Background: an optimization exercise with open tools, aiming at small area. Do not read the settings as production practice.
In this exercise RTL edits were held to simulation tests only and were not proved equivalent to the original.
No activity file was given, so power comes from the tool's default toggle rates.

==> flow/design.v (excerpt) <==
module dccap_fa (
    input  wire        clk,
    input  wire        rst,          
    input  wire        tick,         
    input  wire        cmd_we,
    input  wire [31:0] cmd_wdata,
    input  wire [2:0]  rd_addr,
    output reg  [31:0] rd_data,
    output wire        busy,         
    output wire        bus_req,
    output wire        bus_rd,
    output wire [1:0]  bus_len,
    output wire [23:0] bus_wdata,
    input  wire        bus_ack,
    input  wire        bus_ok,
    input  wire [15:0] bus_rdata,
    output wire        out_a,
    output wire        out_b,
    output wire        out_pwm
);
For scale: about 120 I/O pins.
Settings: LEC_CHECK=0, ABC_AREA=1, CAP_MARGIN=20, CORE_MARGIN=2, CORE_UTILIZATION=40, CTS_BUF_LIST=sky130_fd_sc_hd__clkbuf_4 sky130_fd_sc_hd__clkbuf_8, SLEW_MARGIN=20; clock period 125.0 ns.
standard.sh (not shown) runs the stock make flow with config.mk's settings and CLKGATE_MAP_FILE= SYNTH_SCRIPT=/design/flow/synth_recipe.tcl, a recipe that flattens the netlist after the stock synthesis.
==> flow/flow/run.sh <==
#!/bin/bash
# Layout flow: the standard synthesis, then an area-oriented re-mapping
# of its combinational logic (the registers stay as the standard synthesis
# made them, and the re-mapped netlist is proven equivalent to it before it
# is used), then the standard ORFS steps with 1x port buffers.
# Each tool writes its full output to a log file here.
set -uo pipefail
LIB=$FLOW_HOME/platforms/sky130hd/lib/sky130_fd_sc_hd__tt_025C_1v80.lib
R=orfs/results/sky130hd/dccap_fa/base
DONT="-dont_use *lpflow* -dont_use *probe* -dont_use *clkdly* -dont_use *dlygate*"

bash standard.sh synth > synth.log 2>&1 || exit 1
cp $R/1_2_yosys.v syn_std.v

python3 flow/libgen.py $LIB cells_all.v > libgen.log 2>&1

printf 'strash\n&get -n\n&deepsyn -T 120\n&put\ndch -f\namap\nstrash\ndch -f\namap\ntopo\n' > remap.abc
cat > remap.ys <<EOF
read_verilog cells_all.v
read_verilog syn_std.v
hierarchy -top dccap_fa
flatten
techmap
opt -purge
abc -script remap.abc -liberty $LIB $DONT
opt_clean -purge
hilomap -hicell sky130_fd_sc_hd__conb_1 HI -locell sky130_fd_sc_hd__conb_1 LO
insbuf -buf sky130_fd_sc_hd__buf_1 A X
splitnets
opt_clean -purge
stat -liberty $LIB
write_verilog -noattr -nohex -nodec syn_remap.v
EOF
# equivalence: both netlists with every flip-flop cut out (its output an
# input port, its inputs output ports, named by the shared instance name),
# internal names hidden, so only the ports are matched
cat > equiv.ys <<EOF
read_verilog cells_all.v
read_verilog syn_std_cut.v
rename dccap_fa gold
read_verilog syn_remap_cut.v
rename dccap_fa gate
hierarchy -check
flatten
select -module gold
rename -hide w:* i:* %d o:* %d
select -clear
select -module gate
rename -hide w:* i:* %d o:* %d
select -clear
techmap
opt -purge
equiv_make gold gate equiv
hierarchy -top equiv
equiv_simple
equiv_status -assert
EOF
USE=0
if yosys -s remap.ys > remap.log 2>&1 \
   && python3 flow/cutff.py syn_std.v syn_std_cut.v > cutff.log 2>&1 \
   && python3 flow/cutff.py syn_remap.v syn_remap_cut.v >> cutff.log 2>&1 \
   && timeout 1500 yosys -s equiv.ys > equiv.log 2>&1; then
  USE=1
fi
echo "use remapped netlist: $USE" > remap_status.log
if [ $USE = 1 ]; then
  cp syn_remap.v $R/1_2_yosys.v
  rm -f $R/1_synth.odb $R/1_synth.sdc
fi

sed 's/"\${@:-finish}"/BUFFER_PORTS_ARGS="-buffer_cell sky130_fd_sc_hd__buf_1" "${@:-finish}"/' standard.sh > standard_buf1.sh
bash standard_buf1.sh > layout.log 2>&1
Other scripts of this flow, unchanged in this note and not shown: flow/flow/cutff.py, flow/flow/libgen.py
The starting point produced a clean layout.
Edit:
--- a/flow/flow/run.sh
+++ b/flow/flow/run.sh
@@ -17,2 +17,4 @@
-printf 'strash\n&get -n\n&deepsyn -T 120\n&put\ndch -f\namap\nstrash\ndch -f\namap\ntopo\n' > remap.abc
-cat > remap.ys <<EOF
+# area re-mapping: &deepsyn from four seeds in parallel, the smallest kept
+for S in 1 2 3 4; do
+  printf 'strash\n&get -n\n&deepsyn -T 240 -S %s\n&put\ndch -f\namap\nstrash\ndch -f\namap\ntopo\n' $S > remap_$S.abc
+  cat > remap_$S.ys <<EOF
@@ -25 +27 @@
-abc -script remap.abc -liberty $LIB $DONT
+abc -script remap_$S.abc -liberty $LIB $DONT
@@ -32 +34 @@
-write_verilog -noattr -nohex -nodec syn_remap.v
+write_verilog -noattr -nohex -nodec syn_remap_$S.v
@@ -33,0 +36,14 @@
+  yosys -s remap_$S.ys > remap_$S.log 2>&1 &
+done
+wait
+BEST=""; BESTA=""
+for S in 1 2 3 4; do
+  A=$(sed -n "s/.*Chip area for module '.dccap_fa': *//p" remap_$S.log | tail -1)
+  echo "seed $S: $A" >> remap_areas.log
+  if [ -n "$A" ] && [ -f syn_remap_$S.v ]; then
+    if [ -z "$BESTA" ] || python3 -c "import sys; sys.exit(0 if $A < $BESTA else 1)"; then BEST=$S; BESTA=$A; fi
+  fi
+done
+echo "best seed: $BEST ($BESTA)" >> remap_areas.log
+[ -n "$BEST" ] && cp syn_remap_$BEST.v syn_remap.v
+
@@ -59 +75 @@
-if yosys -s remap.ys > remap.log 2>&1 \
+if [ -f syn_remap.v ] \
@@ -71 +87,11 @@
-sed 's/"\${@:-finish}"/BUFFER_PORTS_ARGS="-buffer_cell sky130_fd_sc_hd__buf_1" "${@:-finish}"/' standard.sh > standard_buf1.sh
+# the rest of the standard flow, with 1x port buffers, and CTS without
+# dummy clock loads, on the clock buffers of config.mk's CTS_BUF_LIST
+BUFS=$(sed -n 's/^export CTS_BUF_LIST *= *//p' config.mk)
+[ -z "$BUFS" ] && BUFS=sky130_fd_sc_hd__clkbuf_8
+CSZ=$(sed -n 's/^export CTS_CLUSTER_SIZE *= *//p' config.mk)
+CDI=$(sed -n 's/^export CTS_CLUSTER_DIAMETER *= *//p' config.mk)
+CEXTRA=""
+[ -n "$CSZ" ] && CEXTRA="$CEXTRA -sink_clustering_size $CSZ"
+[ -n "$CDI" ] && CEXTRA="$CEXTRA -sink_clustering_max_diameter $CDI"
+echo "CTS buffers: $BUFS; clustering:$CEXTRA" > cts_bufs.log
+sed "s/\"\\\${@:-finish}\"/BUFFER_PORTS_ARGS='-buffer_cell sky130_fd_sc_hd__buf_1' CTS_ARGS='-sink_clustering_enable -repair_clock_nets -dont_use_dummy_load$CEXTRA -buf_list \"$BUFS\"' \"\\\${@:-finish}\"/" standard.sh > standard_buf1.sh
--- a/flow/config.mk
+++ b/flow/config.mk
@@ -9 +9 @@
-export CAP_MARGIN = 20
+export CAP_MARGIN = 5
@@ -12,2 +12,4 @@
-export CTS_BUF_LIST = sky130_fd_sc_hd__clkbuf_4 sky130_fd_sc_hd__clkbuf_8
-export SLEW_MARGIN = 20
+export CTS_BUF_LIST = sky130_fd_sc_hd__clkbuf_8
+export CTS_CLUSTER_DIAMETER = 100
+export CTS_CLUSTER_SIZE = 24
+export SLEW_MARGIN = 5
Result: Utilization drops by 0.43 points. Final cell count drops by 2.1%. Combinational power climbs by about 7%. Power drops by 7.4%.

---

Setup of run 1:
dccap_fa again, from the RTL that the note above started with.
==> flow/config.mk <==
export PLATFORM = sky130hd
export DESIGN_NAME = dccap_fa
export DESIGN_NICKNAME = dccap_fa
export VERILOG_FILES = /design/flow/design.v
export SDC_FILE = /design/flow/constraint.sdc
export NUM_CORES = 4
export LEC_CHECK = 0
export ABC_AREA = 1
export CAP_MARGIN = 5
export CORE_MARGIN = 2
export CORE_UTILIZATION = 40
export CTS_BUF_LIST = sky130_fd_sc_hd__clkbuf_8
export SLEW_MARGIN = 5
==> flow/constraint.sdc <==
create_clock -name core_clock -period 125.0 [get_ports {clk}]
set_input_delay 25.0000 -clock core_clock [delete_from_list [all_inputs] [get_ports {clk}]]
set_output_delay 25.0000 -clock core_clock [all_outputs]
set_load 0.01 [all_outputs]
==> flow/flow/run.sh <==
#!/bin/bash
# Layout flow: the standard synthesis, then an area-oriented re-mapping
# of its combinational logic (the registers stay as the standard synthesis
# made them, and the re-mapped netlist is proven equivalent to it before it
# is used), then the standard ORFS steps with 1x port buffers.
# Each tool writes its full output to a log file here.
set -uo pipefail
LIB=$FLOW_HOME/platforms/sky130hd/lib/sky130_fd_sc_hd__tt_025C_1v80.lib
R=orfs/results/sky130hd/dccap_fa/base
DONT="-dont_use *lpflow* -dont_use *probe* -dont_use *clkdly* -dont_use *dlygate*"

bash standard.sh synth > synth.log 2>&1 || exit 1
cp $R/1_2_yosys.v syn_std.v

python3 flow/libgen.py $LIB cells_all.v > libgen.log 2>&1

printf 'strash\n&get -n\n&deepsyn -T 300\n&put\ndch -f\namap\nstrash\ndch -f\namap\ntopo\n' > remap.abc
cat > remap.ys <<EOF
read_verilog cells_all.v
read_verilog syn_std.v
hierarchy -top dccap_fa
flatten
techmap
opt -purge
abc -script remap.abc -liberty $LIB $DONT
opt_clean -purge
hilomap -hicell sky130_fd_sc_hd__conb_1 HI -locell sky130_fd_sc_hd__conb_1 LO
insbuf -buf sky130_fd_sc_hd__buf_1 A X
splitnets
opt_clean -purge
stat -liberty $LIB
write_verilog -noattr -nohex -nodec syn_remap.v
EOF
# equivalence: both netlists with every flip-flop cut out (its output an
# input port, its inputs output ports, named by the shared instance name),
# internal names hidden, so only the ports are matched
cat > equiv.ys <<EOF
read_verilog cells_all.v
read_verilog syn_std_cut.v
rename dccap_fa gold
read_verilog syn_remap_cut.v
rename dccap_fa gate
hierarchy -check
flatten
select -module gold
rename -hide w:* i:* %d o:* %d
select -clear
select -module gate
rename -hide w:* i:* %d o:* %d
select -clear
techmap
opt -purge
equiv_make gold gate equiv
hierarchy -top equiv
equiv_simple
equiv_status -assert
EOF
USE=0
if yosys -s remap.ys > remap.log 2>&1 \
   && python3 flow/cutff.py syn_std.v syn_std_cut.v > cutff.log 2>&1 \
   && python3 flow/cutff.py syn_remap.v syn_remap_cut.v >> cutff.log 2>&1 \
   && timeout 1500 yosys -s equiv.ys > equiv.log 2>&1; then
  USE=1
fi
echo "use remapped netlist: $USE" > remap_status.log
if [ $USE = 1 ]; then
  cp syn_remap.v $R/1_2_yosys.v
  rm -f $R/1_synth.odb $R/1_synth.sdc
fi

# the rest of the standard flow, with 1x port buffers, and CTS without
# dummy clock loads, on the clock buffers of config.mk's CTS_BUF_LIST
BUFS=$(sed -n 's/^export CTS_BUF_LIST *= *//p' config.mk)
[ -z "$BUFS" ] && BUFS=sky130_fd_sc_hd__clkbuf_8
echo "CTS buffers: $BUFS" > cts_bufs.log
sed "s/\"\\\${@:-finish}\"/BUFFER_PORTS_ARGS='-buffer_cell sky130_fd_sc_hd__buf_1' CTS_ARGS='-sink_clustering_enable -repair_clock_nets -dont_use_dummy_load -buf_list \"$BUFS\"' \"\\\${@:-finish}\"/" standard.sh > standard_buf1.sh
bash standard_buf1.sh > layout.log 2>&1
Other scripts of this flow, unchanged in this note and not shown: flow/flow/cutff.py, flow/flow/libgen.py
Run 1 finished every stage and its layout cleared the timing, DRC and antenna checks.
[inputs] run 2 vs run 1
-- flow/flow/run.sh --
<<< run 1, line 17
printf 'strash\n&get -n\n&deepsyn -T 300\n&put\ndch -f\namap\nstrash\ndch -f\namap\ntopo\n' > remap.abc
cat > remap.ys <<EOF
>>> run 2, line 17
# area re-mapping: &deepsyn from four seeds in parallel, the smallest kept
for S in 1 2 3 4; do
  printf 'strash\n&get -n\n&deepsyn -T 240 -S %s\n&put\ndch -f\namap\nstrash\ndch -f\namap\ntopo\n' $S > remap_$S.abc
  cat > remap_$S.ys <<EOF
<<< run 1, line 25
abc -script remap.abc -liberty $LIB $DONT
>>> run 2, line 27
abc -script remap_$S.abc -liberty $LIB $DONT
<<< run 1, line 32
write_verilog -noattr -nohex -nodec syn_remap.v
>>> run 2, line 34
write_verilog -noattr -nohex -nodec syn_remap_$S.v
<<< run 1, line 34
>>> run 2, line 36
  yosys -s remap_$S.ys > remap_$S.log 2>&1 &
done
wait
BEST=""; BESTA=""
for S in 1 2 3 4; do
  A=$(sed -n "s/.*Chip area for module '.dccap_fa': *//p" remap_$S.log | tail -1)
  echo "seed $S: $A" >> remap_areas.log
  if [ -n "$A" ] && [ -f syn_remap_$S.v ]; then
    if [ -z "$BESTA" ] || python3 -c "import sys; sys.exit(0 if $A < $BESTA else 1)"; then BEST=$S; BESTA=$A; fi
  fi
done
echo "best seed: $BEST ($BESTA)" >> remap_areas.log
[ -n "$BEST" ] && cp syn_remap_$BEST.v syn_remap.v

<<< run 1, line 59
if yosys -s remap.ys > remap.log 2>&1 \
>>> run 2, line 75
if [ -f syn_remap.v ] \
<<< run 1, line 75
echo "CTS buffers: $BUFS" > cts_bufs.log
sed "s/\"\\\${@:-finish}\"/BUFFER_PORTS_ARGS='-buffer_cell sky130_fd_sc_hd__buf_1' CTS_ARGS='-sink_clustering_enable -repair_clock_nets -dont_use_dummy_load -buf_list \"$BUFS\"' \"\\\${@:-finish}\"/" standard.sh > standard_buf1.sh
>>> run 2, line 91
CSZ=$(sed -n 's/^export CTS_CLUSTER_SIZE *= *//p' config.mk)
CDI=$(sed -n 's/^export CTS_CLUSTER_DIAMETER *= *//p' config.mk)
CEXTRA=""
[ -n "$CSZ" ] && CEXTRA="$CEXTRA -sink_clustering_size $CSZ"
[ -n "$CDI" ] && CEXTRA="$CEXTRA -sink_clustering_max_diameter $CDI"
echo "CTS buffers: $BUFS; clustering:$CEXTRA" > cts_bufs.log
sed "s/\"\\\${@:-finish}\"/BUFFER_PORTS_ARGS='-buffer_cell sky130_fd_sc_hd__buf_1' CTS_ARGS='-sink_clustering_enable -repair_clock_nets -dont_use_dummy_load$CEXTRA -buf_list \"$BUFS\"' \"\\\${@:-finish}\"/" standard.sh > standard_buf1.sh
-- flow/config.mk --
<<< run 1, line 11
export CORE_UTILIZATION = 40
>>> run 2, line 11
export CORE_UTILIZATION = 65
## What came out
Higher number of search-and-repair iterations in the first detailed-routing pass among run 1 and run 2: run 1
Between run 1 and run 2, the clock-pin slew of the registers on the worst-case setup and hold paths figures differ only marginally.
Of run 1 and run 2, the run reporting the lower initial antenna violation count was run 2.
Run 2 against run 1; count of plain and timing-repair buffers in the layout is up by a few percent.
For run 1, the library cell contributing the largest single delay on the critical path was o21ai_0, unlike run 2, where it was clkinv_1.
| maximum fanout encountered on the critical timing path | run 2 vs run 1 | 10 higher |
Area added between synthesis and finish: run 2 vs run 1 down 1.1 points
Input-level comparison between run 3 and run 2:
-- flow/flow/run.sh --
<<< run 2, line 17
# area re-mapping: &deepsyn from four seeds in parallel, the smallest kept
for S in 1 2 3 4; do
  printf 'strash\n&get -n\n&deepsyn -T 240 -S %s\n&put\ndch -f\namap\nstrash\ndch -f\namap\ntopo\n' $S > remap_$S.abc
  cat > remap_$S.ys <<EOF
>>> run 3, line 17
printf 'strash\n&get -n\n&deepsyn -T 300\n&put\ndch -f\namap\nstrash\ndch -f\namap\ntopo\n' > remap.abc
cat > remap.ys <<EOF
<<< run 2, line 27
abc -script remap_$S.abc -liberty $LIB $DONT
>>> run 3, line 25
abc -script remap.abc -liberty $LIB $DONT
<<< run 2, line 34
write_verilog -noattr -nohex -nodec syn_remap_$S.v
>>> run 3, line 32
write_verilog -noattr -nohex -nodec syn_remap.v
<<< run 2, line 36
  yosys -s remap_$S.ys > remap_$S.log 2>&1 &
done
wait
BEST=""; BESTA=""
for S in 1 2 3 4; do
  A=$(sed -n "s/.*Chip area for module '.dccap_fa': *//p" remap_$S.log | tail -1)
  echo "seed $S: $A" >> remap_areas.log
  if [ -n "$A" ] && [ -f syn_remap_$S.v ]; then
    if [ -z "$BESTA" ] || python3 -c "import sys; sys.exit(0 if $A < $BESTA else 1)"; then BEST=$S; BESTA=$A; fi
  fi
done
echo "best seed: $BEST ($BESTA)" >> remap_areas.log
[ -n "$BEST" ] && cp syn_remap_$BEST.v syn_remap.v

>>> run 3, line 34
<<< run 2, line 75
if [ -f syn_remap.v ] \
>>> run 3, line 59
if yosys -s remap.ys > remap.log 2>&1 \
<<< run 2, line 91
CSZ=$(sed -n 's/^export CTS_CLUSTER_SIZE *= *//p' config.mk)
CDI=$(sed -n 's/^export CTS_CLUSTER_DIAMETER *= *//p' config.mk)
CEXTRA=""
[ -n "$CSZ" ] && CEXTRA="$CEXTRA -sink_clustering_size $CSZ"
[ -n "$CDI" ] && CEXTRA="$CEXTRA -sink_clustering_max_diameter $CDI"
echo "CTS buffers: $BUFS; clustering:$CEXTRA" > cts_bufs.log
sed "s/\"\\\${@:-finish}\"/BUFFER_PORTS_ARGS='-buffer_cell sky130_fd_sc_hd__buf_1' CTS_ARGS='-sink_clustering_enable -repair_clock_nets -dont_use_dummy_load$CEXTRA -buf_list \"$BUFS\"' \"\\\${@:-finish}\"/" standard.sh > standard_buf1.sh
>>> run 3, line 75
echo "CTS buffers: $BUFS" > cts_bufs.log
sed "s/\"\\\${@:-finish}\"/BUFFER_PORTS_ARGS='-buffer_cell sky130_fd_sc_hd__buf_1' CTS_ARGS='-sink_clustering_enable -repair_clock_nets -dont_use_dummy_load -buf_list \"$BUFS\"' \"\\\${@:-finish}\"/" standard.sh > standard_buf1.sh
-- flow/config.mk --
<<< run 2, line 9
export CAP_MARGIN = 5
>>> run 3, line 9
export CAP_MARGIN = 20
<<< run 2, line 11
export CORE_UTILIZATION = 65
>>> run 3, line 11
export CORE_UTILIZATION = 40
<<< run 2, line 13
export SLEW_MARGIN = 5
>>> run 3, line 13
export SLEW_MARGIN = 20
## What came out
[compare] base=run 2 new=run 3: worst IR drop on VDD went up, CTS clock-pin slew for the worst setup and hold paths did not really move, post-layout instance count excluding filler cells went up.
A critical path startpoint of u_act.tog_hz[19] is what run 3 shows, while u_act.tog_hz[3] belongs to run 2.
In the flow results for run 2 and run 3, the switching power is smaller on run 3.
From run 2 to run 3 the numbers moved as follows: minimum clock period +4.86 ns, combinational group share of total power shows a reduction of 0.6 points, worst setup slack now smaller.
Relative to run 2, worst reg-to-reg setup slack decreased by 4.58 ns in run 3.
NOTE: detailed-router iteration count before antenna repair in run 3 falls short of that of run 2
Input-level comparison between run 4 and run 3:
-- flow/flow/run.sh --
<<< run 3, line 17
printf 'strash\n&get -n\n&deepsyn -T 300\n&put\ndch -f\namap\nstrash\ndch -f\namap\ntopo\n' > remap.abc
cat > remap.ys <<EOF
>>> run 4, line 17
# area re-mapping: &deepsyn from four seeds in parallel, the smallest kept
for S in 1 2 3 4; do
  printf 'strash\n&get -n\n&deepsyn -T 240 -S %s\n&put\ndch -f\namap\nstrash\ndch -f\namap\ntopo\n' $S > remap_$S.abc
  cat > remap_$S.ys <<EOF
<<< run 3, line 25
abc -script remap.abc -liberty $LIB $DONT
>>> run 4, line 27
abc -script remap_$S.abc -liberty $LIB $DONT
<<< run 3, line 32
write_verilog -noattr -nohex -nodec syn_remap.v
>>> run 4, line 34
write_verilog -noattr -nohex -nodec syn_remap_$S.v
<<< run 3, line 34
>>> run 4, line 36
  yosys -s remap_$S.ys > remap_$S.log 2>&1 &
done
wait
BEST=""; BESTA=""
for S in 1 2 3 4; do
  A=$(sed -n "s/.*Chip area for module '.dccap_fa': *//p" remap_$S.log | tail -1)
  echo "seed $S: $A" >> remap_areas.log
  if [ -n "$A" ] && [ -f syn_remap_$S.v ]; then
    if [ -z "$BESTA" ] || python3 -c "import sys; sys.exit(0 if $A < $BESTA else 1)"; then BEST=$S; BESTA=$A; fi
  fi
done
echo "best seed: $BEST ($BESTA)" >> remap_areas.log
[ -n "$BEST" ] && cp syn_remap_$BEST.v syn_remap.v

<<< run 3, line 59
if yosys -s remap.ys > remap.log 2>&1 \
>>> run 4, line 75
if [ -f syn_remap.v ] \
-- flow/config.mk --
<<< run 3, line 9
export CAP_MARGIN = 20
>>> run 4, line 9
export CAP_MARGIN = 5
<<< run 3, line 13
export SLEW_MARGIN = 20
>>> run 4, line 13
export SLEW_MARGIN = 5
--- outcome ---
Ratio of final minimum period to clock period: run 4 vs run 3 down 3.0 points
Min maximum frequency across run 4 and run 3: run 3
Run 4 vs run 3 on maximum number of pins on one net before global-route repair: run 4 is the lower one.
Number of filler cells placed in the layout on run 4 is down relative to run 3.
| count of buffers not belonging to the clock network in the layout | lower: run 3 |
There was hardly any difference in sequential power between run 3 and run 4.
Looking only at ratio of cells with drive above 1 in the final layout, and setting everything else aside, the higher value of run 4 and run 3 goes to run 4.
Run 4 does worse than run 3 on total power.
On run 4: time the final worst path needs with I/O delays and setup is 3.81 ns lower than what run 3 gave.
Summary — overall fraction of global-route tracks in use, run 4 relative to run 3: higher, by 0.72 points.
Setup changes, run 4 to run 5
-- flow/flow/run.sh --
<<< run 4, line 17
# area re-mapping: &deepsyn from four seeds in parallel, the smallest kept
for S in 1 2 3 4; do
  printf 'strash\n&get -n\n&deepsyn -T 240 -S %s\n&put\ndch -f\namap\nstrash\ndch -f\namap\ntopo\n' $S > remap_$S.abc
  cat > remap_$S.ys <<EOF
>>> run 5, line 17
printf 'strash\n&get -n\n&deepsyn -T 120\n&put\ndch -f\namap\nstrash\ndch -f\namap\ntopo\n' > remap.abc
cat > remap.ys <<EOF
<<< run 4, line 27
abc -script remap_$S.abc -liberty $LIB $DONT
>>> run 5, line 25
abc -script remap.abc -liberty $LIB $DONT
<<< run 4, line 34
write_verilog -noattr -nohex -nodec syn_remap_$S.v
>>> run 5, line 32
write_verilog -noattr -nohex -nodec syn_remap.v
<<< run 4, line 36
  yosys -s remap_$S.ys > remap_$S.log 2>&1 &
done
wait
BEST=""; BESTA=""
for S in 1 2 3 4; do
  A=$(sed -n "s/.*Chip area for module '.dccap_fa': *//p" remap_$S.log | tail -1)
  echo "seed $S: $A" >> remap_areas.log
  if [ -n "$A" ] && [ -f syn_remap_$S.v ]; then
    if [ -z "$BESTA" ] || python3 -c "import sys; sys.exit(0 if $A < $BESTA else 1)"; then BEST=$S; BESTA=$A; fi
  fi
done
echo "best seed: $BEST ($BESTA)" >> remap_areas.log
[ -n "$BEST" ] && cp syn_remap_$BEST.v syn_remap.v

>>> run 5, line 34
<<< run 4, line 75
if [ -f syn_remap.v ] \
>>> run 5, line 59
if yosys -s remap.ys > remap.log 2>&1 \
<<< run 4, line 87
# the rest of the standard flow, with 1x port buffers, and CTS without
# dummy clock loads, on the clock buffers of config.mk's CTS_BUF_LIST
BUFS=$(sed -n 's/^export CTS_BUF_LIST *= *//p' config.mk)
[ -z "$BUFS" ] && BUFS=sky130_fd_sc_hd__clkbuf_8
echo "CTS buffers: $BUFS" > cts_bufs.log
sed "s/\"\\\${@:-finish}\"/BUFFER_PORTS_ARGS='-buffer_cell sky130_fd_sc_hd__buf_1' CTS_ARGS='-sink_clustering_enable -repair_clock_nets -dont_use_dummy_load -buf_list \"$BUFS\"' \"\\\${@:-finish}\"/" standard.sh > standard_buf1.sh
>>> run 5, line 71
sed 's/"\${@:-finish}"/BUFFER_PORTS_ARGS="-buffer_cell sky130_fd_sc_hd__buf_1" "${@:-finish}"/' standard.sh > standard_buf1.sh
-- flow/config.mk --
<<< run 4, line 9
export CAP_MARGIN = 5
>>> run 5, line 9
export CAP_MARGIN = 20
<<< run 4, line 13
export SLEW_MARGIN = 5
>>> run 5, line 13
export SLEW_MARGIN = 20
==> run notes <==
Run 5 finished end to end and its layout was clean on timing, DRC and antenna. Per the final summary, run 4 finished and its layout is clean on timing, DRC and antenna. Between run 4 and run 5, the clock insertion delay at the later pin of the skew report figures differ only marginally. Cmp run 5 vs run 4: switching power as a share of total power higher in run 5. On run 5: number of cells traversed by the worst register-to-register path is 35 higher than what run 4 gave. From run 4 to run 5 the numbers moved as follows: worst-margin pin slew down 0.36 ns, post-route worst hold slack up 0.028 ns, starting DRC count in detailed routing down 8.4%, global-route usage down 0.63 points.

-- static timing again, ports no longer ideal --
How much do the figures lean on ideal ports? The routed layouts below were timed once more, with nothing changed but the port constraints.
Step 1 (the two cells are an assumption about what drives the block):
set clk [get_ports {clk}]
set_driving_cell -lib_cell sky130_fd_sc_hd__clkbuf_16 $clk
set_driving_cell -lib_cell sky130_fd_sc_hd__buf_2 [delete_from_list [all_inputs] $clk]
Step 2 moves the port delays by t, midway between the first and last clock arrival at a register: inputs arrive t later, outputs are due t later. That takes back most of the time a late clock gives input paths.
Three values: ideal, step 1, step 2; two values: the first two.
run	shift t [ns]	slack for setup (ns)	hold slack, ns
the first run of note 1	0.522	37.258 / 37.211 / 37.733	0.426 / 0.426 / 0.426
the second run of note 1	0.496	41.002 / 40.961 / 41.457	0.398 / 0.398 / 0.398
run 1	0.503	37.104 / 37.059 / 37.562	0.421 / 0.421 / 0.421
run 2	0.487	42.051 / 42.007 / 42.494	0.408 / 0.408 / 0.408
run 3	0.506	37.195 / 37.148 / 37.654	0.421 / 0.421 / 0.421
run 4	0.496	41.002 / 40.961 / 41.457	0.398 / 0.398 / 0.398
run 5	0.520	37.168 / 37.124 / 37.644	0.427 / 0.427 / 0.427
After both steps every run listed still meets setup and hold.
